This is an optimization exercise on Yosys and OpenROAD, whose aim is small area, not a production implementation.
Function was checked by simulation only, so behaviour that the tests miss may differ from the original.
Power figures rest on the tool's default switching activity, not on a simulated workload.

## design/flow/config.mk

```make
export PLATFORM = sky130hd
export DESIGN_NAME = msf60_core
export DESIGN_NICKNAME = msf60_core
export VERILOG_FILES = /design/flow/design.v
export SDC_FILE = /design/flow/constraint.sdc
export NUM_CORES = 4
export LEC_CHECK = 0
export ABC_AREA = 1
export CAP_MARGIN = 20
export CORE_MARGIN = 2
export CORE_UTILIZATION = 60
export CTS_BUF_LIST = sky130_fd_sc_hd__clkbuf_8
export CTS_CLUSTER_DIAMETER = 80
export CTS_CLUSTER_SIZE = 16
export PLACE_DENSITY = 0.75
export SLEW_MARGIN = 20
```

## design/flow/constraint.sdc

```tcl
create_clock -name core_clock -period 15.0 [get_ports {clk}]
set_input_delay 3.0000 -clock core_clock [delete_from_list [all_inputs] [get_ports {clk}]]
set_output_delay 3.0000 -clock core_clock [all_outputs]
set_load 0.01 [all_outputs]
```

## design/flow/design.v

```verilog
module msf60_fields (
    input  wire [3:0] ck,
    input  wire [7:0] v,
    input  wire       known,
    output wire [8:0] value
);
    reg [3:0] tmask;
    always @* begin
        case (ck)
            4'd2:    tmask = 4'b1111;
            4'd3:    tmask = 4'b0001;
            4'd4:    tmask = 4'b0011;
            4'd5:    tmask = 4'b0000;
            4'd6:    tmask = 4'b0011;
            default: tmask = 4'b0111;
        endcase
    end
    wire [3:0] tens  = v[7:4] & tmask;
    wire [3:0] units = v[3:0] & {ck != 4'd5, 3'b111};
    wire       ok    = known && tens <= 4'd9 && units <= 4'd9;
    wire [7:0] bin   = {tens, 3'b000} + {3'b000, tens, 1'b0} + {4'b0000, units};
    assign value = ok ? {1'b1, bin} : 9'd0;
endmodule
module msf60_core (
    input  wire        clk,
    input  wire        rst,           
    input  wire        cmd_valid,
    output wire        cmd_ready,
    input  wire [63:0] cmd_word,
    output wire        rsp_valid,
    output wire [31:0] rsp_data,
    output wire        acc_valid,
    input  wire        acc_ready,
    output wire [3:0]  acc_kind,
    output wire [8:0]  acc_value,
    output wire        acc_is_valid,
    output wire        acc_track,
    input  wire        acc_answer
);
    localparam [31:0] K_A0     = 32'd150_000;
    localparam [31:0] K_AA     = 32'd250_000;
    localparam [31:0] K_AB     = 32'd350_000;
    localparam [31:0] K_MIN    = 32'd550_000;
    localparam [31:0] K_RUN    = 32'd1_500_000;
    localparam [31:0] K_P450   = 32'd450_001;    
    localparam [31:0] K_PMIN   = 32'd650_001;    
    localparam [31:0] K_SPIKE0 = 32'd30_000;
    localparam [4:0] S_CLR  = 5'd0;    
    localparam [4:0] S_IDLE = 5'd1;
    localparam [4:0] S_EA   = 5'd2;    
    localparam [4:0] S_ET   = 5'd3;    
    localparam [4:0] S_EW   = 5'd4;    
    localparam [4:0] S_SA   = 5'd5;    
    localparam [4:0] S_SB   = 5'd6;    
    localparam [4:0] S_M1   = 5'd7;    
    localparam [4:0] S_M2   = 5'd8;    
    localparam [4:0] S_P    = 5'd9;    
    localparam [4:0] S_CALL = 5'd10;   
    localparam [4:0] S_FW   = 5'd11;   
    localparam [4:0] S_FC   = 5'd12;   
    localparam [4:0] S_PRE  = 5'd13;   
    localparam [4:0] S_RSP  = 5'd14;   
    localparam [4:0] S_RV   = 5'd15;   
    localparam [4:0] S_RB   = 5'd16;   
    localparam [3:0] T_ZERO = 4'd0;
    localparam [3:0] T_EDGE = 4'd1;
    localparam [3:0] T_DEC  = 4'd2;
    localparam [3:0] T_ADV  = 4'd3;
    localparam [3:0] T_SPK  = 4'd4;
    localparam [3:0] T_QLEN = 4'd5;
    localparam [3:0] T_QMRK = 4'd6;
    localparam [3:0] T_RBUF = 4'd7;
    localparam [3:0] T_RDRG = 4'd8;
    localparam [3:0] C_STAT = 4'd0;
    localparam [3:0] C_DEC  = 4'd9;
    localparam [3:0] C_ZERO = 4'd10;
    localparam [3:0] C_QLEN = 4'd11;
    localparam [3:0] C_QMRK = 4'd12;
    localparam [3:0] C_RBUF = 4'd13;
    localparam [3:0] O_NONE = 4'd0;
    localparam [3:0] O_UU   = 4'd1;
    localparam [3:0] O_01   = 4'd2;
    localparam [3:0] O_00   = 4'd3;
    localparam [3:0] O_10   = 4'd4;
    localparam [3:0] O_11   = 4'd5;
    localparam [3:0] O_MIN  = 4'd6;
    localparam [3:0] X_O150 = 4'd7;     
    localparam [3:0] X_O450 = 4'd8;     
    localparam [3:0] X_O650 = 4'd9;     
    localparam [3:0] X_D150 = 4'd10;    
    localparam [3:0] X_D250 = 4'd11;
    localparam [3:0] X_D350 = 4'd12;
    localparam [3:0] X_D550 = 4'd13;
    localparam [3:0] X_DRUN = 4'd14;    
    localparam [3:0] X_D450 = 4'd15;    
    reg [5:0]  c;
    reg [4:0]  st;
    reg        flag;            
    reg [3:0]  ck;              
    reg [63:0] sk, sa, sb;      
    reg [31:0] t0r, odr;        
    reg [17:0] spr;             
    reg [31:0] X;
    reg [5:0]  second;
    reg        have_t0, new_second, new_minute, first_minute, gate_q;
    reg [3:0]  pk, px;          
    reg        dk;              
    reg [4:0]  dv;              
    reg        added;
    reg        mp, m60;         
    reg        md1, md2;
    reg [7:0]  V;               
    reg        K;               
    reg        bw;              
    reg        lt, onz;         
    wire [4:0] ph   = c[4:0];
    wire       ph0  = ph == 5'd0;
    wire       ph31 = ph == 5'd31;
    wire       c63  = c == 6'd63;
    wire       sp_bit = spr[0] & (ph < 5'd18);    
    wire s59 = second == 6'd59;
    wire s60 = second == 6'd60;
    wire s61 = second == 6'd61;
    wire k_o  = s59 ? sk[63] : s61 ? sk[1] : sk[0];
    wire a_o  = s59 ? sa[63] : s61 ? sa[1] : sa[0];
    wire b_o  = s59 ? sb[63] : s61 ? sb[1] : sb[0];
    wire b_om = s59 ? sb[62] : s61 ? sb[0] : sb[63];    
    wire [7:0] wk = {sk[1], sk[0], sk[63:58]};
    wire [7:0] wa = {sa[1], sa[0], sa[63:58]};
    wire m_now = (&wk) && (wa == 8'b0_111111_0);    
    wire ext = mp ? (s59 | s60 | s61) : (s60 & ~m60);
    wire [5:0] ml = (mp & s59) ? 6'd59 :
                    ((mp & s61) | (s60 & ~mp & m60)) ? 6'd61 : 6'd60;
    wire [3:0] pok = pk & px;
    wire sok = (&pok) & dk & mp;
    wire accept = cmd_valid && cmd_ready;
    wire [7:0] op = cmd_word[63:56];
    wire z_hi = cmd_word[55:40] == 16'd0;
    wire z_im = cmd_word[39:33] == 7'd0;
    wire z_32 = ~cmd_word[32];
    wire z_d  = cmd_word[31:0] == 32'd0;
    reg [3:0] ntyp;
    always @* begin
        ntyp = T_ZERO;
        case (op)
            8'h01: if (z_hi & z_im)               ntyp = T_EDGE;
            8'h02: if (z_hi & z_im & z_d)         ntyp = T_DEC;
            8'h03: if (z_hi & z_im & z_32 & z_d)  ntyp = T_ADV;
            8'h04: if (z_hi & z_im & z_32)        ntyp = T_SPK;
            8'h05: if (z_hi & z_im & z_32 & z_d)  ntyp = T_QLEN;
            8'h06: if (z_hi & z_im & z_d)         ntyp = T_QMRK;
            8'h07: if (z_hi & z_d)                ntyp = T_RDRG;
            8'h08: if (z_hi & z_d)
                                                  ntyp = T_RBUF;
            default: ;
        endcase
    end
    wire xa = X[0];
    wire d_bit = xa ^ t0r[0] ^ (bw & ~ph0);
    wire bw_n  = ph0 ? (~xa & t0r[0]) : ((~xa & t0r[0]) | (~(xa ^ t0r[0]) & bw));
    function lts;                     
        input prev, a, b;
        lts = (a ^ b) ? b : prev;
    endfunction
    wire is_od = ck == X_O150 || ck == X_O450 || ck == X_O650;
    reg  kb;
    always @* begin
        case (ck)
            X_O150, X_D150: kb = K_A0[ph];
            X_O450, X_D450: kb = K_P450[ph];
            X_O650:         kb = K_PMIN[ph];
            X_D250:         kb = K_AA[ph];
            X_D350:         kb = K_AB[ph];
            X_D550:         kb = K_MIN[ph];
            default:        kb = K_RUN[ph];
        endcase
        if (st == S_EA) kb = sp_bit;
    end
    wire ca   = (st == S_EA) ? d_bit : is_od ? odr[0] : xa;
    wire lt_n = lts(ph0 ? 1'b0 : lt, ca, kb);
    wire onz_n = (ph0 ? 1'b0 : onz) | odr[0];
    wire od01 = V[2], ole450 = V[1], ole650 = V[0];
    reg [3:0] e_next;
    always @* begin
        case (ck)
            X_O150:  e_next = X_O450;
            X_O450:  e_next = X_O650;
            X_O650:  e_next = X_D150;
            X_D150:  e_next = ~lt_n ? X_D250 : od01 ? O_01 : ~ole450 ? O_00 : O_NONE;
            X_D250:  e_next = ~lt_n ? X_D350 : ~ole450 ? O_10 : O_UU;
            X_D350:  e_next = ~lt_n ? X_D550 : ~ole450 ? O_11 : O_UU;
            X_D550:  e_next = (lt_n & ~ole650) ? O_MIN : O_UU;
            X_DRUN:  e_next = lt_n ? X_D450 : O_UU;
            default: e_next = O_NONE;       
        endcase
    end
    reg [2:0] e_val;
    always @* begin
        case (ck)
            O_01:    e_val = 3'b101;
            O_00:    e_val = 3'b100;
            O_10:    e_val = 3'b110;
            O_11:    e_val = 3'b111;
            O_MIN:   e_val = 3'b111;
            default: e_val = 3'b000;
        endcase
    end
    wire e_wr = ck != O_NONE;
    wire ew_now = (st == S_EW) && (~e_wr || eqc);
    reg [5:0] f_s, f_e;
    always @* begin
        case (ck)
            4'd2:    begin f_s = 6'd17; f_e = 6'd24; end
            4'd3:    begin f_s = 6'd25; f_e = 6'd29; end
            4'd4:    begin f_s = 6'd30; f_e = 6'd35; end
            4'd5:    begin f_s = 6'd36; f_e = 6'd38; end
            4'd6:    begin f_s = 6'd39; f_e = 6'd44; end
            4'd7:    begin f_s = 6'd45; f_e = 6'd51; end
            default: begin f_s = 6'd53; f_e = 6'd59; end
        endcase
    end
    wire is_dst = ck == 4'd8;
    wire [5:0] ctgt = (st == S_RB) ? V[5:0] :
                      (st == S_FW) ? f_s :
                      (st == S_FC) ? f_e :
                      (st == S_EW && new_minute) ? 6'd0 : second;
    wire eqc = c == ctgt;
    wire fc_shift = ~is_dst | (c == 6'd54) | (c == 6'd58) | (c == 6'd59);
    wire f_in = is_dst ? ((c == 6'd53 || c == 6'd58) ? k_o : b_om) : a_o;
    wire [8:0] f_val;
    msf60_fields u_fields (.ck(ck), .v(V), .known(K), .value(f_val));
    reg f_valid;
    always @* begin
        case (ck)
            4'd2:    f_valid = pok[0];
            4'd3:    f_valid = pok[1];
            4'd4:    f_valid = &pok[2:0];
            4'd5:    f_valid = pok[2];
            default: f_valid = pok[3];
        endcase
        if (flag) f_valid = sok;
    end
    assign acc_valid    = st == S_CALL;
    assign acc_kind     = ck;
    assign acc_value    = is_dst ? {5'd0, V[1], V[0], V[3], V[2]} : f_val;
    assign acc_is_valid = f_valid;
    assign acc_track    = added;
    wire   fire         = acc_valid && acc_ready;
    wire in_g1 = c >= 6'd17 && c <= 6'd24;
    wire in_g2 = c >= 6'd25 && c <= 6'd35;
    wire in_g3 = c >= 6'd36 && c <= 6'd38;
    wire in_g4 = c >= 6'd39 && c <= 6'd51;
    wire [3:0] in_a = {in_g4, in_g3, in_g2, in_g1};
    wire [3:0] in_b = {c == 6'd57, c == 6'd56, c == 6'd55, c == 6'd54};
    wire in_pos = c >= 6'd1 && c <= 6'd8;
    wire in_neg = c >= 6'd9 && (s59 ? c <= 6'd15 : c <= 6'd16);
    wire run_first = c == 6'd1 || c == 6'd9;
    wire one_r   = sk[0] & sb[0];
    wire zero_pr = sk[63] & ~sb[63];
    wire [5:0] status = {gate_q, have_t0, first_minute, 1'b0, new_minute, new_second};
    wire [8:0] dut1_r = {dk, {3{dv[4]}}, dv} & {9{dk}};
    wire [7:0] par_r = {pk[3], pok[3], pk[2], pok[2], pk[1], pok[1], pk[0], pok[0]};
    reg src;
    always @* begin
        src = 1'b0;
        case (ck)
            C_STAT: src = ph < 5'd6 && status[ph[2:0]];
            C_DEC:  src = (ph == 5'd0 && ext) || (ph == 5'd1 && ext && sok);
            C_QLEN: src = ph < 5'd6 && ml[ph[2:0]];
            C_QMRK: src = ph == 5'd0 && mp;
            C_RBUF: src = ph < 5'd4 && (ph[1] ? (ph[0] ? V[2] : V[0]) : (ph[0] ? V[2] : V[1]));
            4'd1:   src = ph < 5'd6 && second[ph[2:0]];
            4'd2:   src = t0r[0];
            4'd3:   src = odr[0];
            4'd4:   src = sp_bit;
            4'd5:   src = ph < 5'd8 && par_r[ph[2:0]];
            4'd6:   src = ph < 5'd9 && dut1_r[ph[3:0]];
            default: src = 1'b0;
        endcase
    end
    reg xin;
    always @* begin
        case (st)
            S_EA:              xin = d_bit;
            S_ET, S_SA, S_SB:  xin = xa;
            default:           xin = src;
        endcase
    end
    assign cmd_ready = (st == S_IDLE) && ph31;
    assign rsp_valid = st == S_RV;
    assign rsp_data  = X;
    wire clr = st == S_CLR;
    wire s_wr = ew_now && e_wr;
    wire [2:0] s_in = clr ? 3'b000 : s_wr ? e_val : {sk[0], sa[0], sb[0]};
    wire t0_in = clr ? 1'b0 : (st == S_EA) ? xa : t0r[0];
    wire od_in = clr ? 1'b0 : (st == S_ET && (ck == X_D150 || ck == X_DRUN)) ? xa : odr[0];
    wire sp_in = clr ? K_SPIKE0[ph] : (st == S_SB && lt) ? xa : spr[0];
    wire sp_run = ph < 5'd18;
    always @(posedge clk) begin
        sk  <= {s_in[2], sk[63:1]};
        sa  <= {s_in[1], sa[63:1]};
        sb  <= {s_in[0], sb[63:1]};
        t0r <= {t0_in, t0r[31:1]};
        odr <= {od_in, odr[31:1]};
        if (sp_run) spr <= {sp_in, spr[17:1]};
        X   <= accept ? cmd_word[31:0] : {xin, X[31:1]};
        bw  <= bw_n;
        md1 <= m_now;
        md2 <= md1;
        if (st == S_M2 && eqc)
            mp <= (ck == C_QMRK) ? (flag ? m_now : md1) : md2;
        if (c == 6'd59)
            m60 <= m_now;
    end
    always @(posedge clk) begin
        if (st == S_EA || st == S_ET || st == S_SA)
            lt <= lt_n;
        if (st == S_ET)
            onz <= onz_n;
    end
    always @(posedge clk) begin
        if (rst) begin
            c            <= 6'd0;
            st           <= S_CLR;
            second       <= 6'd0;
            have_t0      <= 1'b0;
            new_second   <= 1'b0;
            new_minute   <= 1'b0;
            first_minute <= 1'b1;
            gate_q       <= 1'b0;
            pk           <= 4'd0;
            dk           <= 1'b0;
        end else begin
            c <= c + 6'd1;
            case (st)
                S_CLR: if (c63) st <= S_IDLE;
                S_IDLE: if (accept) begin
                    flag <= cmd_word[32];
                    V    <= cmd_word[39:32];
                    ck   <= C_ZERO;
                    case (ntyp)
                        T_EDGE: begin
                            new_second <= 1'b0;
                            new_minute <= 1'b0;
                            st <= S_EA;
                        end
                        T_SPK:  st <= S_SA;
                        T_DEC: begin
                            added <= 1'b0;
                            if (first_minute) begin ck <= C_DEC; st <= S_M1; end
                            else begin ck <= 4'd0; st <= S_CALL; end
                        end
                        T_QLEN: begin ck <= C_QLEN; st <= S_M1; end
                        T_QMRK: begin ck <= C_QMRK; st <= S_M1; end
                        T_RBUF: if (cmd_word[39:38] == 2'd0) begin
                            ck <= C_RBUF; st <= S_RB;
                        end else st <= S_PRE;
                        T_RDRG: begin
                            if (cmd_word[39:32] < 8'd7) ck <= cmd_word[35:32];
                            st <= S_PRE;
                        end
                        T_ADV: begin
                            if (new_minute) begin
                                if (first_minute & gate_q) begin
                                    ck <= 4'd10; st <= S_CALL;
                                end else begin
                                    gate_q <= 1'b0; second <= 6'd0; st <= S_PRE;
                                end
                            end else begin
                                second <= (second >= 6'd61) ? 6'd0 : second + 6'd1;
                                st <= S_PRE;
                            end
                        end
                        default: st <= S_PRE;
                    endcase
                end
                S_EA: if (ph31) begin
                    have_t0 <= 1'b1;
                    if (have_t0 & ~lt_n) begin
                        ck <= flag ? X_DRUN : X_O150;
                        st <= S_ET;
                    end else begin
                        ck <= O_NONE;
                        st <= S_EW;
                    end
                end
                S_ET: if (ph31) begin
                    if (ck == X_O150 || ck == X_O450 || ck == X_O650)
                        V <= {V[6:0], (ck == X_O150) ? (lt_n & onz_n) : lt_n};
                    if (ck == X_D550 && lt_n && ~ole650)
                        new_minute <= 1'b1;
                    if (ck == X_D450)
                        new_second <= ~lt_n;
                    ck <= e_next;
                    if (e_next < 4'd7) st <= S_EW;
                end
                S_EW: if (ew_now) begin
                    ck <= C_STAT;
                    st <= S_PRE;
                end
                S_SA: if (ph31) st <= S_SB;
                S_SB: if (ph31) st <= S_RSP;
                S_RB: if (eqc) begin
                    V[2:0] <= {sk[0], sa[0], sb[0]};
                    st <= S_PRE;
                end
                S_M1: if (c63) st <= S_M2;
                S_M2: if (c63) begin
                    if (ck == C_DEC) begin
                        if (ext) st <= S_P;
                        else begin gate_q <= 1'b0; st <= S_RSP; end
                    end else st <= S_RSP;
                end
                S_P: begin
                    if (c == 6'd0) begin
                        pk <= 4'b1111; px <= 4'b0000;
                        dk <= 1'b1; dv <= 5'd0;
                    end else begin
                        if (|(in_a | in_b)) begin
                            pk <= pk & ~((in_a | in_b) & {4{~k_o}});
                            px <= px ^ ((in_a & {4{a_o}}) | (in_b & {4{b_o}}));
                        end
                        if (in_pos | in_neg) begin
                            if (~sk[0] || (one_r && zero_pr && ~run_first) ||
                                (c == 6'd9 && one_r && dv != 5'd0))
                                dk <= 1'b0;
                            if (one_r) dv <= in_pos ? dv + 5'd1 : dv - 5'd1;
                        end
                    end
                    if (c63) begin ck <= 4'd1; st <= S_CALL; end
                end
                S_CALL: if (fire) begin
                    case (ck)
                        4'd0: begin added <= acc_answer; ck <= C_DEC; st <= S_M1; end
                        4'd8: ck <= 4'd9;
                        4'd9: begin gate_q <= flag ? sok : dk; st <= S_PRE; end
                        4'd10: begin
                            if (acc_answer) first_minute <= 1'b0;
                            gate_q <= 1'b0;
                            second <= 6'd0;
                            st <= S_PRE;
                        end
                        default: begin ck <= ck + 4'd1; st <= S_FW; end
                    endcase
                end
                S_FW: if (eqc) begin
                    V  <= {V[6:0], f_in};
                    K  <= k_o;
                    st <= S_FC;
                end
                S_FC: begin
                    if (fc_shift) V <= {V[6:0], f_in};
                    K <= K & k_o;
                    if (eqc) st <= S_CALL;
                end
                S_PRE: if (ph31) st <= S_RSP;
                S_RSP: if (ph31) st <= S_RV;
                S_RV:  st <= S_IDLE;
                default: st <= S_IDLE;
            endcase
        end
    end
endmodule
```

## design/flow/flow/run.sh

```bash
#!/bin/bash
# The standard layout (standard.sh), with two changes:
# - synthesis maps with an area-only ABC script and leaves adders to ABC
#   (flow/synth_wrap.tcl, which sources synth_recipe.tcl unchanged otherwise);
# - the port buffers that buffer_ports inserts are the library's smallest
#   buffer, sky130_fd_sc_hd__buf_1.
# Make's output goes to standard.log; ORFS keeps each step's log under orfs/logs.
set -euo pipefail
here=$(cd "$(dirname "${BASH_SOURCE[0]}")" && pwd)
export FLOW_SYNTH_TCL="$PWD/synth_recipe.tcl"
export BUFFER_PORTS_ARGS="-buffer_cell sky130_fd_sc_hd__buf_1"
bash standard.sh SYNTH_SCRIPT="$here/synth_wrap.tcl" finish > standard.log 2>&1
```

## design/flow/flow/abc_min_area.script

```
strash
&get -n
&st
&dch
&nf -a -R 1000
&put
mfs2
strash
&get -n
&st
&dch
&nf -a -R 1000
&put
mfs2
strash
&get -n
&st
&dch
&nf -a -R 1000
&put
mfs2
strash
&get -n
&st
&dch
&nf -a -R 1000
&put
mfs2
strash
&get -n
&st
&dch
&nf -a -R 1000
&put
mfs2
strash
&get -n
&st
&dch
&nf -a -R 1000
&put
mfs2
strash
&get -n
&st
&dch
&nf -a -R 1000
&put
mfs2
strash
&get -n
&st
&dch
&nf -a -R 1000
&put
mfs2
strash
&get -n
&st
&dch
&nf -a -R 1000
&put
mfs2
strash
&get -n
&st
&dch
&nf -a -R 1000
&put
mfs2
strash
&get -n
&st
&dch
&nf -a -R 1000
&put
mfs2
strash
&get -n
&st
&dch
&nf -a -R 1000
&put
mfs2
strash
&get -n
&st
&dch
&nf -a -R 1000
&put
mfs2
strash
&get -n
&st
&dch
&nf -a -R 1000
&put
mfs2
strash
&get -n
&st
&dch
&nf -a -R 1000
&put
mfs2
strash
&get -n
&st
&dch
&nf -a -R 1000
&put
mfs2
strash
&get -n
&st
&dch
&nf -a -R 1000
&put
mfs2
strash
&get -n
&st
&dch
&nf -a -R 1000
&put
mfs2
strash
&get -n
&st
&dch
&nf -a -R 1000
&put
mfs2
strash
&get -n
&st
&dch
&nf -a -R 1000
&put
mfs2
strash
&get -n
&st
&dch
&nf -a -R 1000
&put
topo
```

## design/flow/flow/synth_wrap.tcl

```tcl
# Runs the standard flow's synthesis script (synth_recipe.tcl) unchanged, except that the
# technology mapping call of ORFS's synth.tcl uses an area-only ABC script.
set ::flow_abc_script [file normalize [file join [file dirname [info script]] abc_min_area.script]]

proc abc {args} {
  set i [lsearch -exact $args -script]
  if { $i >= 0 && [regexp {abc_(area|speed)\.script$} [lindex $args [expr {$i + 1}]]] } {
    lset args [expr {$i + 1}] $::flow_abc_script
    puts "flow: mapping with $::flow_abc_script"
  }
  yosys abc {*}$args
}
# Leave adders to ABC rather than mapping them to the fa/ha cells first.
set ::env(ADDER_MAP_FILE) ""
source $::env(FLOW_SYNTH_TCL)
```

## design/flow/standard.sh

```bash
#!/bin/bash
# synth_recipe.tcl (not shown) runs the flow's synth.tcl, then flattens the netlist and writes it again
# the make line also repeats each setting of config.mk as NAME=value (left out here)
make -C /OpenROAD-flow-scripts/flow DESIGN_CONFIG=/design/flow/config.mk WORK_HOME=/design/flow/orfs CLKGATE_MAP_FILE= SYNTH_SCRIPT=/design/flow/synth_recipe.tcl "${@:-finish}"
```

==> results.cfg, run 1 <==
[drt]
dr.pass1.iters = 7
detail_route.vias_per_cell = 6.104
drt-wirelength-per-cell_um = 20.78
antenna_left = 0
violation_count_after_the_first_detailed_route_iteration = 912
totalWireLength_mm = 30.48
drcViolationCount = 0
dr_total_vias = 8954

[power_and_ir_drop]
report.power.total_mw = 1.980
ir_worst_vdd_v = 0.0001244
leakage_nw = 4.684
pwr_density_cell_mw_per_mm2 = 153.9

[critical_path]
timing.critical_path.max_delay_family = simple AND/OR/NAND/NOR gates
worstPathArrival_ns = 4.00
regToRegEndpoint = st[1]$_SDFFE_PP0P_
critical_path.startpoint_type = flop
crit_path_start = ck[2]$_DFFE_PP_
cp_slowest_stage_delay_ns = 0.75
r2r_slack_ns = 9.82
worst-path-buf-inv = 1
critPathSlowestCell = sky130_fd_sc_hd__nor2b_1
critPathCaptureType = output pin
critical_path.reg2reg.startpoint = ck[0]$_DFFE_PP_
worst_reg2reg_path_length_in_cells = 22
critical_path_fanouts_max = 12
timing.critical_path.required_ns = 12.00
crit_path_cells = nor2b_1 -> nand2_1 -> and3_1 -> xnor2_1 -> o21ai_0 -> nand2_1 -> xnor2_1 -> and2_0 -> o21ai_0 -> a21oi_1 -> buf_1
setup.worst_path.class = reg -> out

[floorplanning]
floorplan.core_area_sq_mm = 0.01883
design.portCount = 119
die_y_um = 143
die_x_um = 143
floorplan.die_area_sq_mm = 0.02045
initial_core_util_pct = 61.56
floorplan.rows = 50

[synth]
share_of_yosys_cell_area_claimed_by_the_top_area_cell_type_pct = 54.92
synthesis.nets = 1112
synthesis.area_sq_mm = 0.01159
synth_seq_area_share_pct = 66.83
post_synth.cell_area_avg_sq_um = 11.11
dominantRegCellSynth = sky130_fd_sc_hd__dfxtp_1
yosysUniqueCellTypes = 54
synthMostInstantiatedCell = sky130_fd_sc_hd__dfxtp_1
yosysTopAreaCell = sky130_fd_sc_hd__dfxtp_1
yosys_warnings = 2
post_synth_inst_count = 1043
ys_ff_latch = 364
netlist_top_cells_count = 318 x sky130_fd_sc_hd__dfxtp_1, 105 x sky130_fd_sc_hd__nand2_1, 99 x sky130_fd_sc_hd__nor2_1
number_of_synthesized_flops_with_an_enable_pin = 46
synth_area_leaders = sky130_fd_sc_hd__dfxtp_1 55%, sky130_fd_sc_hd__edfxtp_1 12%, sky130_fd_sc_hd__nand2_1 3.4%
ys_async_sr_fraction_pct = 0

[sta]
finalCritPeriodShare_pct = 46.66
timing.final.hold_violations = 0
final.setup.tns_ns = 0
clock.fmax_ghz = 0.1429
slew_headroom_pct = 25.04
fin_skew_ns = 0.02753
fin_crit_ns = 6.999
rsz0062_at_grt = no
setup-violations-final = 0
worst_slack_ns = 8.001
final_max_slew_viol_count = 0
tightest_slew_ns = 1.096

[global_route]
gr-total-overflow = 0
grt_start_max_net_pins = 34
antenna_found_initial = 1
wire_length_of_the_first_global_routing_pass_mm = 47.28
grt_pass1_vias = 8578
global_route.usage.total_pct = 29.91

[placed_design]
detailedPlacementHpwl_mm = 21.45
preCtsSetupSlack_ns = 8.115
buffer_ports.inserted = 117
finalWeightedCongestion = 0.9814

[hold_path]
hp-start = odr[29]$_DFF_P_
hold_path_class = reg -> reg
hold-path-cell-count = 0
holdPathEnd = odr[28]$_DFF_P_

[cts]
cts.repair.resized = 0
ctsRootBufferMaster = sky130_fd_sc_hd__clkbuf_8
cts_post_setup_buffers_inserted = 0
cts-htree-levels = 1
clk_latency_ns = 0.58
cts_max_path_buffers = 3
numClockSinks = 364
post_cts_hold_buffer_count = 0
cts_inserted_buffers = 26
tritoncts_clock_tree = yes
clk_pin_slew_worst_paths_ns = 0.11

[outcome]
run_status = finished clean

[finish]
final_core_util_pct = 68.35
area_growth_synth_to_finish_pct = 11.02
final_net_count = 1267
final_layout_size_suffix_gt1_share_pct = 3.480
antenna_cells = 0

[flow_run]
maxCapViolCount = 0
==> routing by layer <==
metal / GRT usage, % / routed length, um / part of all wire (%)
met1: 42.24 / 13040 / 43
met2: 45.96 / 13490 / 44
met3: 5.433 / 2851 / 9.4
met4: 11.72 / 1104 / 3.6
met5: 0 / 0 / 0
==> how the worst max path moves through the flow <==
stage                                         to  cells past startpoint
after floorplan           second[4]$_SDFFE_PP0P_                     14
after global placement    second[4]$_SDFFE_PP0P_                     16
after detailed placement  second[4]$_SDFFE_PP0P_                     16
after CTS                           acc_value[5]                     11
after global routing                acc_value[5]                     11
final                               acc_value[5]                     11
==> layout by cell type (no fill, tap or decap), types with 10 or more instances in the layout <==
master,synthesis,routed
sky130_fd_sc_hd__a31oi_1,12,12
sky130_fd_sc_hd__o22ai_1,18,18
sky130_fd_sc_hd__buf_1,0,117
sky130_fd_sc_hd__a21oi_1,54,54
sky130_fd_sc_hd__clkbuf_8,0,26
sky130_fd_sc_hd__nor4_1,22,22
sky130_fd_sc_hd__dfxtp_1,318,318
sky130_fd_sc_hd__edfxtp_1,46,46
sky130_fd_sc_hd__and3_1,10,10
sky130_fd_sc_hd__nand3_1,26,25
sky130_fd_sc_hd__nor2_1,99,98
sky130_fd_sc_hd__nor2b_1,11,11
sky130_fd_sc_hd__xnor2_1,14,14
sky130_fd_sc_hd__nand2_1,105,105
sky130_fd_sc_hd__nand2b_1,14,14
sky130_fd_sc_hd__nand4_1,12,12
sky130_fd_sc_hd__clkinv_1,14,14
sky130_fd_sc_hd__a22o_1,32,32
sky130_fd_sc_hd__buf_4,2,12
sky130_fd_sc_hd__nor3_1,37,37
sky130_fd_sc_hd__o21ai_0,61,60
==> flip-flops by register name (all words and copies together), names as in the netlist, 5 cells and up <==
name    flops
sa         64
sb         64
sk         64
X          32
odr        32
t0r        32
spr        18
V           8
c           6
second      6
dv          5
st          5
==> kinds of logic (layout without fill, tap and decap cells) <==
logic type,Yosys count,count (layout),synth area share (%)
buffers and inverters,16,180,0.5828
XOR/XNOR,23,23,1.738
AND/OR/NAND/NOR,374,374,15.28
AO/OA/AOI/OAI,249,249,14.09
adder cells (fa/ha/maj),1,1,0.08635
flip-flops,364,364,66.83
multiplexers,15,15,1.360
other,1,1,0.03235
==> report_power, final <==
group | leakage [nW] | switching, mW | internal (mW)
registers | 3.04 | 0.0680 | 1.09
clock network | 0.254 | 0.284 | 0.178
logic | 1.39 | 0.233 | 0.130
==> worst register-to-register path: stages (launching register included) <==
cell and delay (ns):
sky130_fd_sc_hd__edfxtp_1 0.76, sky130_fd_sc_hd__nor2_1 0.35, sky130_fd_sc_hd__nand2_1 0.36, sky130_fd_sc_hd__nand2_1 0.15, sky130_fd_sc_hd__nor3_1 0.49, sky130_fd_sc_hd__o21ai_0 0.15
sky130_fd_sc_hd__o31ai_1 0.21, sky130_fd_sc_hd__nand2_1 0.11, sky130_fd_sc_hd__xor2_1 0.15, sky130_fd_sc_hd__a32oi_1 0.15, sky130_fd_sc_hd__o21a_1 0.16, sky130_fd_sc_hd__a21oi_1 0.09
sky130_fd_sc_hd__a211oi_1 0.27, sky130_fd_sc_hd__a221o_1 0.15, sky130_fd_sc_hd__o21ai_0 0.08, sky130_fd_sc_hd__buf_4 0.21, sky130_fd_sc_hd__a21oi_1 0.12, sky130_fd_sc_hd__o21ai_0 0.12
sky130_fd_sc_hd__nand2_1 0.14, sky130_fd_sc_hd__and2_0 0.36, sky130_fd_sc_hd__nand2b_1 0.13, sky130_fd_sc_hd__nor4_1 0.28, sky130_fd_sc_hd__nor3_1 0.09
==> final cells by class <==
| class | instances | area [sq um] |
|---|---|---|
| flip-flops and latches | 364 | 7747 |
| fillers | 1443 | 5961 |
| multi-input cells | 663 | 3785 |
| repair buffers | 129 | 529.3 |
| clock buffers | 26 | 357.8 |
| well taps | 260 | 325.3 |
| clock inverters | 11 | 72.57 |
| inverters | 14 | 52.55 |
==> through the flow <==
step	std cells	hold slack, ns	instance area [sq um]
after global placement	1430	0.3107	12430
after global routing	1467	0.3231	12870
after detailed placement	1430	0.3121	12430
final	1467	0.3193	12870
after floorplan	1043	0.3096	11590
after CTS	1467	0.3235	12860
==> inputs of run 2 (changes only) <==
==> design/flow/flow/abc_min_area.script (replaced) <==
strash
&get -n
&st
&dch
&nf -a -R 1000
&put
mfs2
strash
&get -n
&st
&dch
&nf -a -R 1000
&put
mfs2
strash
&get -n
&st
&dch
&nf -a -R 1000
&put
mfs2
strash
&get -n
&st
&dch
&nf -a -R 1000
&put
mfs2
strash
&get -n
&st
&dch
&nf -a -R 1000
&put
topo
==> run 2 against run 1 <==
Total power increased by 3.9%. Die area increased by 1.1%. Hold slack got worse by 0.0087 ns. Non-clock buffer count decreased by 4. Combinational power increased by 5.8%. Via count increased by 2.0%. Sequential power increased by 5%. Clock power decreased by 1%. Sequential share of layout area decreased by 0.53 points. First-iteration DRC count increased by 2.9%. Synthesized area increased by 1.1%.
==> results.cfg, run 2 <==
[synth]
synthSimpleGateAreaFrac_pct = 18.92
number_of_synthesized_flops_with_an_enable_pin = 46
dominantRegCellSynth = sky130_fd_sc_hd__dfxtp_1
synthesis.nets = 1183
yosys.area_share.adder_pct = 0.08537
yosys_warnings = 2
synth.area.mux_share_pct = 1.163
post_synth_inst_count = 1114
post_synth.cell_area_avg_sq_um = 10.53
synth_area_leaders = sky130_fd_sc_hd__dfxtp_1 54%, sky130_fd_sc_hd__edfxtp_1 12%, sky130_fd_sc_hd__nand2_1 5.9%
yosysUniqueCellTypes = 54
share_of_yosys_cell_area_claimed_by_the_top_area_cell_type_pct = 54.30
ys_ff_latch = 364
synthMostInstantiatedCell = sky130_fd_sc_hd__dfxtp_1
synthesis.area_sq_mm = 0.01172
synth_top_family_by_area = simple AND/OR/NAND/NOR gates
netlist_top_cells_count = 318 x sky130_fd_sc_hd__dfxtp_1, 185 x sky130_fd_sc_hd__nand2_1, 111 x sky130_fd_sc_hd__nor2_1
synth_seq_area_share_pct = 66.08
ys_async_sr_fraction_pct = 0
post_synth_xor_area_fraction_pct = 2.017
yosysTopAreaCell = sky130_fd_sc_hd__dfxtp_1
synth_compound_gate_area_share_pct = 11.10

[sta]
rsz0062_at_grt = no
timing.final.hold_violations = 0
fin_crit_ns = 7.015
fin_skew_ns = 0.02677
worst_slack_ns = 7.985
tightest_slew_ns = 1.123
setup-violations-final = 0
finalCritPeriodShare_pct = 46.76
clock.fmax_ghz = 0.1426
final.setup.tns_ns = 0
slew_headroom_pct = 24.97
final_max_slew_viol_count = 0

[finish]
num-fill-cells = 1503
final_common_cell = sky130_fd_sc_hd__dfxtp_1
area_growth_synth_to_finish_pct = 10.75
final_layout_size_suffix_gt1_share_pct = 2.895
final_core_util_pct = 67.16
multi_input_area_sq_mm = 0.003911
final_net_count = 1334
register_area_sq_mm = 0.007747
reg.largest.list = sa (64), sb (64), sk (64)
highest_count_cells_in_the_layout_ignoring_fill_and_taps = 318 x sky130_fd_sc_hd__dfxtp_1, 185 x sky130_fd_sc_hd__nand2_1, 117 x sky130_fd_sc_hd__buf_1, 111 x sky130_fd_sc_hd__nor2_1, 62 x sky130_fd_sc_hd__o21ai_0

[floorplanning]
floorplan.die_area_sq_mm = 0.02068
die_x_um = 143.8
design.portCount = 119
die_y_um = 143.8
floorplan.rows = 51
floorplan.core_area_sq_mm = 0.01933
initial_core_util_pct = 60.64

[cts]
numClockSinks = 364
cts.repair.resized = 0
clk_pin_slew_worst_paths_ns = 0.12
post_cts_hold_buffer_count = 0
clk_latency_ns = 0.57
ctsRootBufferMaster = sky130_fd_sc_hd__clkbuf_8
cts_post_setup_buffers_inserted = 0
tritoncts_clock_tree = yes
cts_max_path_buffers = 3
cts-htree-levels = 1
cts_inserted_buffers = 26

[global_route]
grt_start_max_net_pins = 35
antenna_found_initial = 1
wire_length_of_the_first_global_routing_pass_mm = 47.11
grt_pass1_vias = 8439
global_route.usage.total_pct = 29.65
gr-total-overflow = 0

[placed_design]
preCtsSetupSlack_ns = 8.626
finalWeightedCongestion = 1.049
detailedPlacementHpwl_mm = 22.66
buffer_ports.inserted = 117

[drt]
totalWireLength_mm = 31.38
drt-wirelength-per-cell_um = 20.33
dr_total_vias = 9129
antenna_left = 0
violation_count_after_the_first_detailed_route_iteration = 938
dr.pass1.iters = 8
drcViolationCount = 0
detail_route.vias_per_cell = 5.913

[critical_path]
timing.critical_path.required_ns = 12.00
critPathCaptureType = output pin
worst-path-buf-inv = 1
critical_path.startpoint_type = flop
cp_slowest_stage_delay_ns = 0.75
critical_path.reg2reg.startpoint = ck[1]$_DFFE_PP_
critPathSlowestCell = sky130_fd_sc_hd__edfxtp_1
r2r_slack_ns = 9.03
worst_reg2reg_path_length_in_cells = 18
setup.worst_path.class = reg -> out
timing.critical_path.max_delay_family = simple AND/OR/NAND/NOR gates
regToRegEndpoint = st[1]$_SDFFE_PP0P_
crit_path_frequent_cell = sky130_fd_sc_hd__nor2_1
worstPathArrival_ns = 4.01
crit_path_cells = nand2b_1 -> nor2_1 -> nor2_1 -> nor2_1 -> o21ai_0 -> xor2_1 -> xnor2_1 -> xnor2_1 -> and2_0 -> o21ai_0 -> a21oi_1 -> buf_1
critical_path_fanouts_max = 19

[hold_path]
hp-start = t0r[27]$_DFF_P_
hold_path_class = reg -> reg
holdPathEnd = t0r[26]$_DFF_P_
hold-path-cell-count = 0

[power_and_ir_drop]
leakage_nw = 4.913
ir_worst_vdd_v = 0.0001366
pwr_density_cell_mw_per_mm2 = 158.5

[outcome]
run_status = finished clean

[flow_run]
maxCapViolCount = 0
## run 2: cell count changes after synthesis, moves of 6 or more
cell,previous run,this run
sky130_fd_sc_hd__nor3_1,37,43
sky130_fd_sc_hd__nand2_1,105,185
sky130_fd_sc_hd__a211oi_1,7,13
sky130_fd_sc_hd__a21oi_1,54,48
sky130_fd_sc_hd__nor2_1,99,111
sky130_fd_sc_hd__a22o_1,32,1
sky130_fd_sc_hd__o22ai_1,18,12
## run 2: per-layer routing
layer	share of wire [%]	GRT usage [%]
met5	0	0
met4	3.3	10.94
met3	8.0	5.698
met2	46	46.09
met1	43	41.48
## run 2: worst max-delay path by stage
| stage | start | endpoint | slack (ns) | cells past startpoint |
|---|---|---|---|---|
| after CTS | ck[3]$_DFFE_PP_ | acc_value[5] | 8.02 | 12 |
| after global routing | ck[3]$_DFFE_PP_ | acc_value[5] | 7.64 | 12 |
| after floorplan | cmd_word[49] | second[4]$_SDFFE_PP0P_ | 9.23 | 11 |
| final | ck[3]$_DFFE_PP_ | acc_value[5] | 7.99 | 12 |
| after detailed placement | cmd_word[49] | second[4]$_SDFFE_PP0P_ | 8.63 | 12 |
| after global placement | cmd_word[49] | second[4]$_SDFFE_PP0P_ | 8.74 | 12 |
## run 2: power breakdown
group | switching, mW | internal, mW | total (mW)
sequential | 0.0823 | 1.14 | 1.22
clock | 0.288 | 0.168 | 0.455
combinational | 0.259 | 0.126 | 0.384
total | 0.629 | 1.43 | 2.06
## run 2: per-stage QoR
step	hold WS [ns]	instance area, sq um	instances	power (mW)
3_5_place_dp	0.3121	12550	1502	1.607
6_report	0.3106	12990	1544	2.058
2_1_floorplan	0.3096	11730	1114	1.449
3_3_place_gp	0.3101	12550	1502	1.602
4_1_cts	0.3209	12980	1543	2.054
5_1_grt	0.3220	12980	1543	2.147
## run 2: cell families (layout without fill, tap and decap cells)
| logic type | count (synthesis) | count (layout) |
|---|---|---|
| other cells | 1 | 2 |
| simple gates | 482 | 482 |
| compound gates | 209 | 209 |
| flops | 364 | 364 |
| xor+xnor | 27 | 27 |
| buf+inv | 17 | 181 |
| fa+ha+maj | 1 | 1 |
| mux | 13 | 13 |
## run 2: final cells by class
type	instances	share of cell area, %
sequential	364	59.66
multi-input combinational	733	30.12
timing repair buffer	125	3.845
clock buffer	27	2.862
tap	265	2.553
clock inverter	14	0.5011
inverter	15	0.4336
antenna	1	0.01927
==> inputs of run 3 (changes only) <==
--- a/design/flow/flow/abc_min_area.script
+++ b/design/flow/flow/abc_min_area.script
@@ -1,3 +1,115 @@
+strash
+&get -n
+&st
+&dch
+&nf -a -R 1000
+&put
+mfs2
+strash
+&get -n
+&st
+&dch
+&nf -a -R 1000
+&put
+mfs2
+strash
+&get -n
+&st
+&dch
+&nf -a -R 1000
+&put
+mfs2
+strash
+&get -n
+&st
+&dch
+&nf -a -R 1000
+&put
+mfs2
+strash
+&get -n
+&st
+&dch
+&nf -a -R 1000
+&put
+mfs2
+strash
+&get -n
+&st
+&dch
+&nf -a -R 1000
+&put
+mfs2
+strash
+&get -n
+&st
+&dch
+&nf -a -R 1000
+&put
+mfs2
+strash
+&get -n
+&st
+&dch
+&nf -a -R 1000
+&put
+mfs2
+strash
+&get -n
+&st
+&dch
+&nf -a -R 1000
+&put
+mfs2
+strash
+&get -n
+&st
+&dch
+&nf -a -R 1000
+&put
+mfs2
+strash
+&get -n
+&st
+&dch
+&nf -a -R 1000
+&put
+mfs2
+strash
+&get -n
+&st
+&dch
+&nf -a -R 1000
+&put
+mfs2
+strash
+&get -n
+&st
+&dch
+&nf -a -R 1000
+&put
+mfs2
+strash
+&get -n
+&st
+&dch
+&nf -a -R 1000
+&put
+mfs2
+strash
+&get -n
+&st
+&dch
+&nf -a -R 1000
+&put
+mfs2
+strash
+&get -n
+&st
+&dch
+&nf -a -R 1000
+&put
+mfs2
 strash
 &get -n
 &st
--- a/design/flow/config.mk
+++ b/design/flow/config.mk
@@ -11,6 +11,6 @@
 export CORE_UTILIZATION = 60
 export CTS_BUF_LIST = sky130_fd_sc_hd__clkbuf_8
 export CTS_CLUSTER_DIAMETER = 80
-export CTS_CLUSTER_SIZE = 16
+export CTS_CLUSTER_SIZE = 14
 export PLACE_DENSITY = 0.75
 export SLEW_MARGIN = 20
==> run 3 against run 2 <==
Still clean on timing, DRC and antenna. Final cell count fell by 4.7%. Clock-buffer cell count increased by 2. Fmax shrank 0.17%. Worst setup slack lost 0.012 ns. Critical path type unchanged. Largest cell class unchanged.
==> results.cfg, run 3 <==
[critical_path]
worst-path-buf-inv = 1
crit_path_cells = nor2b_1 -> nand2_1 -> and3_1 -> xnor2_1 -> o21ai_0 -> nand2_1 -> xnor2_1 -> and2_0 -> o21ai_0 -> a21oi_1 -> buf_1
critPathSlowestCell = sky130_fd_sc_hd__nor2b_1
cp_slowest_stage_delay_ns = 0.76
setup.worst_path.class = reg -> out
timing.critical_path.max_delay_family = simple AND/OR/NAND/NOR gates
timing.critical_path.required_ns = 12.00
critical_path.startpoint_type = flop
critical_path_fanouts_max = 14
worstPathArrival_ns = 4.03
critPathCaptureType = output pin

[power_and_ir_drop]
report.power.total_mw = 1.986
leakage_nw = 4.697
pwr_density_cell_mw_per_mm2 = 154.1
ir_worst_vdd_v = 0.0001301

[global_route]
wire_length_of_the_first_global_routing_pass_mm = 47.29
grt_pass1_vias = 8560
gr-total-overflow = 0
antenna_found_initial = 1
global_route.usage.total_pct = 29.98
grt_start_max_net_pins = 34

[hold_path]
hold_path_class = reg -> reg

[drt]
violation_count_after_the_first_detailed_route_iteration = 829
dr.pass1.iters = 5
drcViolationCount = 0
antenna_left = 0
drt-wirelength-per-cell_um = 20.67
totalWireLength_mm = 30.40
detail_route.vias_per_cell = 6.044
dr_total_vias = 8890

[synth]
synth_area_leaders = sky130_fd_sc_hd__dfxtp_1 55%, sky130_fd_sc_hd__edfxtp_1 12%, sky130_fd_sc_hd__nand2_1 3.4%
synthesis.area_sq_mm = 0.01159
netlist_top_cells_count = 318 x sky130_fd_sc_hd__dfxtp_1, 105 x sky130_fd_sc_hd__nand2_1, 99 x sky130_fd_sc_hd__nor2_1
ys_async_sr_fraction_pct = 0
synthesis.nets = 1112
synthMostInstantiatedCell = sky130_fd_sc_hd__dfxtp_1
yosysUniqueCellTypes = 54
ys_ff_latch = 364
post_synth_inst_count = 1043
yosysTopAreaCell = sky130_fd_sc_hd__dfxtp_1
share_of_yosys_cell_area_claimed_by_the_top_area_cell_type_pct = 54.92
dominantRegCellSynth = sky130_fd_sc_hd__dfxtp_1
number_of_synthesized_flops_with_an_enable_pin = 46
post_synth.cell_area_avg_sq_um = 11.11
yosys_warnings = 2
synth_seq_area_share_pct = 66.83

[placed_design]
detailedPlacementHpwl_mm = 21.45
buffer_ports.inserted = 117
finalWeightedCongestion = 0.9814
post-place-cells = 1430
preCtsSetupSlack_ns = 8.115

[cts]
numClockSinks = 364
tritoncts_clock_tree = yes
cts_post_setup_buffers_inserted = 0
clk_latency_ns = 0.60
cts_inserted_buffers = 29
clk_pin_slew_worst_paths_ns = 0.11
cts.repair.resized = 0
cts-htree-levels = 1
cts_max_path_buffers = 3
post_cts_hold_buffer_count = 0
ctsRootBufferMaster = sky130_fd_sc_hd__clkbuf_8

[sta]
final.setup.tns_ns = 0
fin_skew_ns = 0.05115
slew_headroom_pct = 24.16
rsz0062_at_grt = no
fin_crit_ns = 7.027
setup-violations-final = 0
worst_slack_ns = 7.973
final_max_slew_viol_count = 0
tightest_slew_ns = 1.109
timing.final.hold_violations = 0
clock.fmax_ghz = 0.1423
finalCritPeriodShare_pct = 46.84

[finish]
reg.largest.list = sa (64), sb (64), sk (64)
final_layout_size_suffix_gt1_share_pct = 3.633
antenna_cells = 0
final_common_cell = sky130_fd_sc_hd__dfxtp_1
highest_count_cells_in_the_layout_ignoring_fill_and_taps = 318 x sky130_fd_sc_hd__dfxtp_1, 117 x sky130_fd_sc_hd__buf_1, 105 x sky130_fd_sc_hd__nand2_1, 98 x sky130_fd_sc_hd__nor2_1, 60 x sky130_fd_sc_hd__o21ai_0
final_net_count = 1270
area_growth_synth_to_finish_pct = 11.17
finalNonFillerCells = 1471

[floorplanning]
initial_core_util_pct = 61.56
die_y_um = 143
die_x_um = 143
floorplan.core_area_sq_mm = 0.01883
floorplan.rows = 50
floorplan.die_area_sq_mm = 0.02045
design.portCount = 119

[outcome]
run_status = finished clean

[flow_run]
maxCapViolCount = 0
[run 3: changes by cell type in the layout (fill, tap and decap cells not counted), sizes merged, moves of 6 or more]
cell,previous run,this run
a211oi,13,7
nor2,111,99
nand2,185,105
a21oi,48,54
a22o,1,32
nor3,43,37
o22ai,12,18
[run 3: worst reg2reg max path: cells and delay by family (launching register included)]
| kind | cells | cell delay [ns] |
|---|---|---|
| buffers and inverters | 1 | 0.23 |
| and+or+nand+nor | 10 | 3.32 |
| xor gates and xnor gates | 1 | 0.16 |
| DFF | 1 | 0.46 |
| AOI/OAI and AO/OA | 5 | 0.89 |
[run 3: worst paths after layout]
kind	startpoint	to	slack, ns	cells after the start
max reg2reg	st[0]$_SDFFE_PP0P_	st[1]$_SDFFE_PP0P_	9.82	17
max	ck[3]$_DFFE_PP_	acc_value[5]	7.97	11
min	odr[7]$_DFF_P_	odr[6]$_DFF_P_	0.30	0
min reg2reg	odr[7]$_DFF_P_	odr[6]$_DFF_P_	0.30	0
[run 3: final cells by class]
class / count / area (sq um)
flip-flops and latches: 364 / 7747
fillers: 1449 / 5943
multi-input cells: 663 / 3785
repair buffers: 129 / 529.3
clock buffers: 29 / 399.1
well taps: 260 / 325.3
inverters: 14 / 52.55
clock inverters: 12 / 48.80
[run 3: kinds of logic after synthesis]
kind of cell             count (synthesis)  share of synthesized area (%)
adder cells (fa/ha/maj)                  1                        0.08635
other                                    1                        0.03235
buffers and inverters                   16                         0.5828
flip-flops                             364                          66.83
AO/OA/AOI/OAI                          249                          14.09
AND/OR/NAND/NOR                        374                          15.28
multiplexers                            15                          1.360
XOR/XNOR                                23                          1.738
[run 3: layer usage]
metal  track usage, %  vias to the layer above  part of all wire [%]
met2            46.18                      507                    44
met5                0                        -                     0
met1            42.27                     4191                    43
li1                 -                     4119                     -
met4            11.83                        0                   3.7
met3            5.366                       73                   9.3
[run 3: report_power, final]
| part | internal (mW) | switching [mW] | leakage (nW) |
|---|---|---|---|
| clock network | 0.177 | 0.290 | 0.267 |
| logic | 0.130 | 0.234 | 1.39 |
| registers | 1.09 | 0.0683 | 3.04 |
| total | 1.39 | 0.591 | 4.70 |
[run 3: per-stage QoR]
stage                     instance area, sq um  utilization (%)  hold slack (ns)
after floorplan                          11590                -           0.3096
after global routing                     12890            68.44           0.3275
after CTS                                12880            68.41           0.3014
final                                    12890            68.44           0.3036
after detailed placement                 12430            66.03           0.3121
after global placement                   12430            66.03           0.3107
==> inputs of run 4 (changes only) <==
--- a/design/flow/config.mk
+++ b/design/flow/config.mk
@@ -12,5 +12,5 @@
 export CTS_BUF_LIST = sky130_fd_sc_hd__clkbuf_8
 export CTS_CLUSTER_DIAMETER = 80
 export CTS_CLUSTER_SIZE = 14
-export PLACE_DENSITY = 0.75
+export PLACE_DENSITY = 0.9
 export SLEW_MARGIN = 20
==> run 4 against run 3 <==
Still clean on timing, DRC and antenna. Fmax shrank 1.1%. Non-clock buffer count shrank 3. Sequential share of layout area shrank 0.070 points. Clock power grew 4%. Final cell count is the same. Combinational power grew 1%. Global-route usage grew 0.71 points. Worst setup slack lost 0.081 ns. Clock skew shrank 0.017 ns. Register-to-register slack lost 0.23 ns. Largest power group unchanged.
==> results.cfg, run 4 <==
[critical_path]
timing.critical_path.required_ns = 12.00
critical_path_fanouts_max = 14
critical_path.startpoint_type = flop
cp_slowest_stage_delay_ns = 0.81
worstPathArrival_ns = 4.11
setup.worst_path.class = reg -> out
critPathSlowestCell = sky130_fd_sc_hd__nor2b_1
crit_path_cells = nor2b_1 -> nand2_1 -> and3_1 -> xnor2_1 -> o21ai_0 -> nand2_1 -> xnor2_1 -> and2_0 -> nand2_1 -> a21oi_1 -> buf_1
critPathCaptureType = output pin
crit_path_frequent_cell = sky130_fd_sc_hd__nand2_1

[power_and_ir_drop]
power.share.combinational_pct = 18.3
leakage_nw = 4.703
power.switching_fraction_pct = 30.22
ir_worst_vdd_v = 0.0001087
sequentialPowerShare_pct = 57.7
pwr_density_cell_mw_per_mm2 = 156.1
cell_internal_pwr_mw = 1.406
share_clk_of_total_power_pct = 24.0
netSwitchingPower_mw = 0.6086

[cts]
numClockSinks = 364
cts_inserted_buffers = 30
cts_post_setup_buffers_inserted = 0
clk_latency_ns = 0.60
cts-htree-levels = 1
cts.repair.resized = 0
post_cts_hold_buffer_count = 0
tritoncts_clock_tree = yes
cts_max_path_buffers = 3
ctsRootBufferMaster = sky130_fd_sc_hd__clkbuf_8
clk_pin_slew_worst_paths_ns = 0.09

[drt]
antenna_left = 0
totalWireLength_mm = 31.06
drt-wirelength-per-cell_um = 21.11
dr_total_vias = 9167
violation_count_after_the_first_detailed_route_iteration = 1131
drcViolationCount = 0
detail_route.vias_per_cell = 6.232
dr.pass1.iters = 6

[finish]
finish.instance_area_sq_mm = 0.01290
area_growth_synth_to_finish_pct = 11.30
final_net_count = 1268
final_common_cell = sky130_fd_sc_hd__dfxtp_1
highest_count_cells_in_the_layout_ignoring_fill_and_taps = 318 x sky130_fd_sc_hd__dfxtp_1, 116 x sky130_fd_sc_hd__buf_1, 105 x sky130_fd_sc_hd__nand2_1, 98 x sky130_fd_sc_hd__nor2_1, 60 x sky130_fd_sc_hd__o21ai_0
multi_input_area_sq_mm = 0.003786
final_layout_size_suffix_gt1_share_pct = 3.719
num-fill-cells = 1338
finalNonFillerCells = 1471
reg.largest.list = sa (64), sb (64), sk (64)
final_core_util_pct = 68.52
register_area_sq_mm = 0.007747

[floorplanning]
floorplan.rows = 50
design.portCount = 119
floorplan.die_area_sq_mm = 0.02045
die_y_um = 143
initial_core_util_pct = 61.56
die_x_um = 143
floorplan.core_area_sq_mm = 0.01883

[sta]
final_max_slew_viol_count = 0
tightest_slew_ns = 1.199
clock.fmax_ghz = 0.1407
finalHoldWorstSlack_ns = 0.3259
rsz0062_at_grt = no
timing.final.hold_violations = 0
slew_headroom_pct = 18.95
setup-violations-final = 0
fin_skew_ns = 0.03380
finalCritPeriodShare_pct = 47.38
fin_crit_ns = 7.108
final.setup.tns_ns = 0

[synth]
post_synth_inst_count = 1043
dominantRegCellSynth = sky130_fd_sc_hd__dfxtp_1
synthMostInstantiatedCell = sky130_fd_sc_hd__dfxtp_1
ys_ff_latch = 364
ys_async_sr_fraction_pct = 0
synth_area_leaders = sky130_fd_sc_hd__dfxtp_1 55%, sky130_fd_sc_hd__edfxtp_1 12%, sky130_fd_sc_hd__nand2_1 3.4%
post_synth.cell_area_avg_sq_um = 11.11
number_of_synthesized_flops_with_an_enable_pin = 46
share_of_yosys_cell_area_claimed_by_the_top_area_cell_type_pct = 54.92
synth_seq_area_share_pct = 66.83
netlist_top_cells_count = 318 x sky130_fd_sc_hd__dfxtp_1, 105 x sky130_fd_sc_hd__nand2_1, 99 x sky130_fd_sc_hd__nor2_1
yosysTopAreaCell = sky130_fd_sc_hd__dfxtp_1
yosysUniqueCellTypes = 54
synthesis.nets = 1112
synthesis.area_sq_mm = 0.01159
yosys_warnings = 2

[outcome]
run_status = finished clean

[global_route]
grt_start_max_net_pins = 34
grt_pass1_vias = 8957
antenna_found_initial = 1
wire_length_of_the_first_global_routing_pass_mm = 48.16
gr-total-overflow = 0
global_route.usage.total_pct = 30.68

[placed_design]
buffer_ports.inserted = 117
post_dp_cell_area_sq_mm = 0.01241
detailedPlacementHpwl_mm = 21.85
post-place-cells = 1427
finalWeightedCongestion = 1.089

[hold_path]
hold_path_class = reg -> reg

[flow_run]
maxCapViolCount = 0
==> run 4: cell counts after synthesis <==
No cell type changed its count.
==> run 4: power groups by stage <==
stage          combinational, mW  sequential, mW  clock, mW
6_report                   0.369            1.16      0.484
5_1_grt                    0.394            1.17      0.525
4_1_cts                    0.355            1.16      0.489
3_5_place_dp               0.352            1.18          0
3_3_place_gp               0.347            1.18          0
2_1_floorplan              0.223            1.16          0
==> run 4: routing by layer <==
layer / wire [um] / part of all wire, % / up-vias / track usage, %
met5: 0 / 0 / - / 0
met4: 1795 / 5.8 / 0 / 16.05
met3: 3851 / 12 / 152 / 7.109
met2: 13470 / 43 / 703 / 47.39
met1: 11950 / 38 / 4196 / 40.44
li1: - / - / 4116 / -
==> run 4: final timing paths <==
| kind | startpoint | endpoint | slack (ns) | depth (start not counted) |
|---|---|---|---|---|
| min reg2reg | odr[18]$_DFF_P_ | odr[17]$_DFF_P_ | 0.33 | 0 |
| max reg2reg | ck[0]$_DFFE_PP_ | ck[0]$_DFFE_PP_ | 9.59 | 18 |
| min | odr[18]$_DFF_P_ | odr[17]$_DFF_P_ | 0.33 | 0 |
| max | ck[3]$_DFFE_PP_ | acc_value[6] | 7.89 | 11 |
==> run 4: logic make-up (layout without fill, tap and decap cells) <==
group,after synthesis,in the layout,share of synthesized area [%]
buf+inv,16,183,0.5828
compound gates,249,249,14.09
fa+ha+maj,1,1,0.08635
xor+xnor,23,23,1.738
flops,364,364,66.83
simple gates,374,374,15.28
mux,15,15,1.360
other cells,1,2,0.03235
==> run 4: critical path, delay by kind of cell (launching register included) <==
kind	cells	cell delay, ns
AND/OR/NAND/NOR	6	1.96
flip-flops	1	0.64
buffers and inverters	1	0.16
AO/OA/AOI/OAI	2	0.38
XOR/XNOR	2	0.36
==> run 4: area by class of cell <==
type | instances | share of cell area (%)
Multi-Input combinational cell | 663 | 29.34
Antenna cell | 1 | 0.01939
Clock inverter | 12 | 0.4170
Tap cell | 260 | 2.521
Inverter | 14 | 0.4073
Clock buffer | 31 | 3.307
Timing Repair Buffer | 126 | 3.937
Sequential cell | 364 | 60.05
==> run 4: per-stage QoR <==
step,power [mW],setup WS (ns)
3_3_place_gp,1.523,8.343
3_5_place_dp,1.529,8.216
6_report,2.014,7.892
5_1_grt,2.088,7.677
4_1_cts,2.003,7.990
2_1_floorplan,1.385,8.717

[static timing again, ports no longer ideal]
No port has a modelled driver above. Below, the same layouts with a new extraction and two added sets of constraints. Step 1 sets driving cells, clkbuf_16 on the clock port and buf_2 on the other inputs (assumed; they add their load-dependent delay and slew). Step 2 moves the port delays by t, midway between the first and last clock arrival at a register: inputs arrive t later, outputs are due t later. That takes back most of the time a late clock gives input paths. a / b / c = ideal ports / drivers / drivers and shift; a / b = the first two.
run	shift t [ns]	setup slack, ns	clock arrival spread, ns	pins driven straight from the clock port
run 1	0.607	8.001 / 7.960 / 8.082	0.035 / 0.035	1
run 2	0.603	7.985 / 7.944 / 8.516	0.027 / 0.027	1
run 3	0.619	7.973 / 7.930 / 8.067	0.052 / 0.052	1
run 4	0.621	7.892 / 7.849 / 8.181	0.038 / 0.039	1
After both steps setup and hold are still met in every run listed.
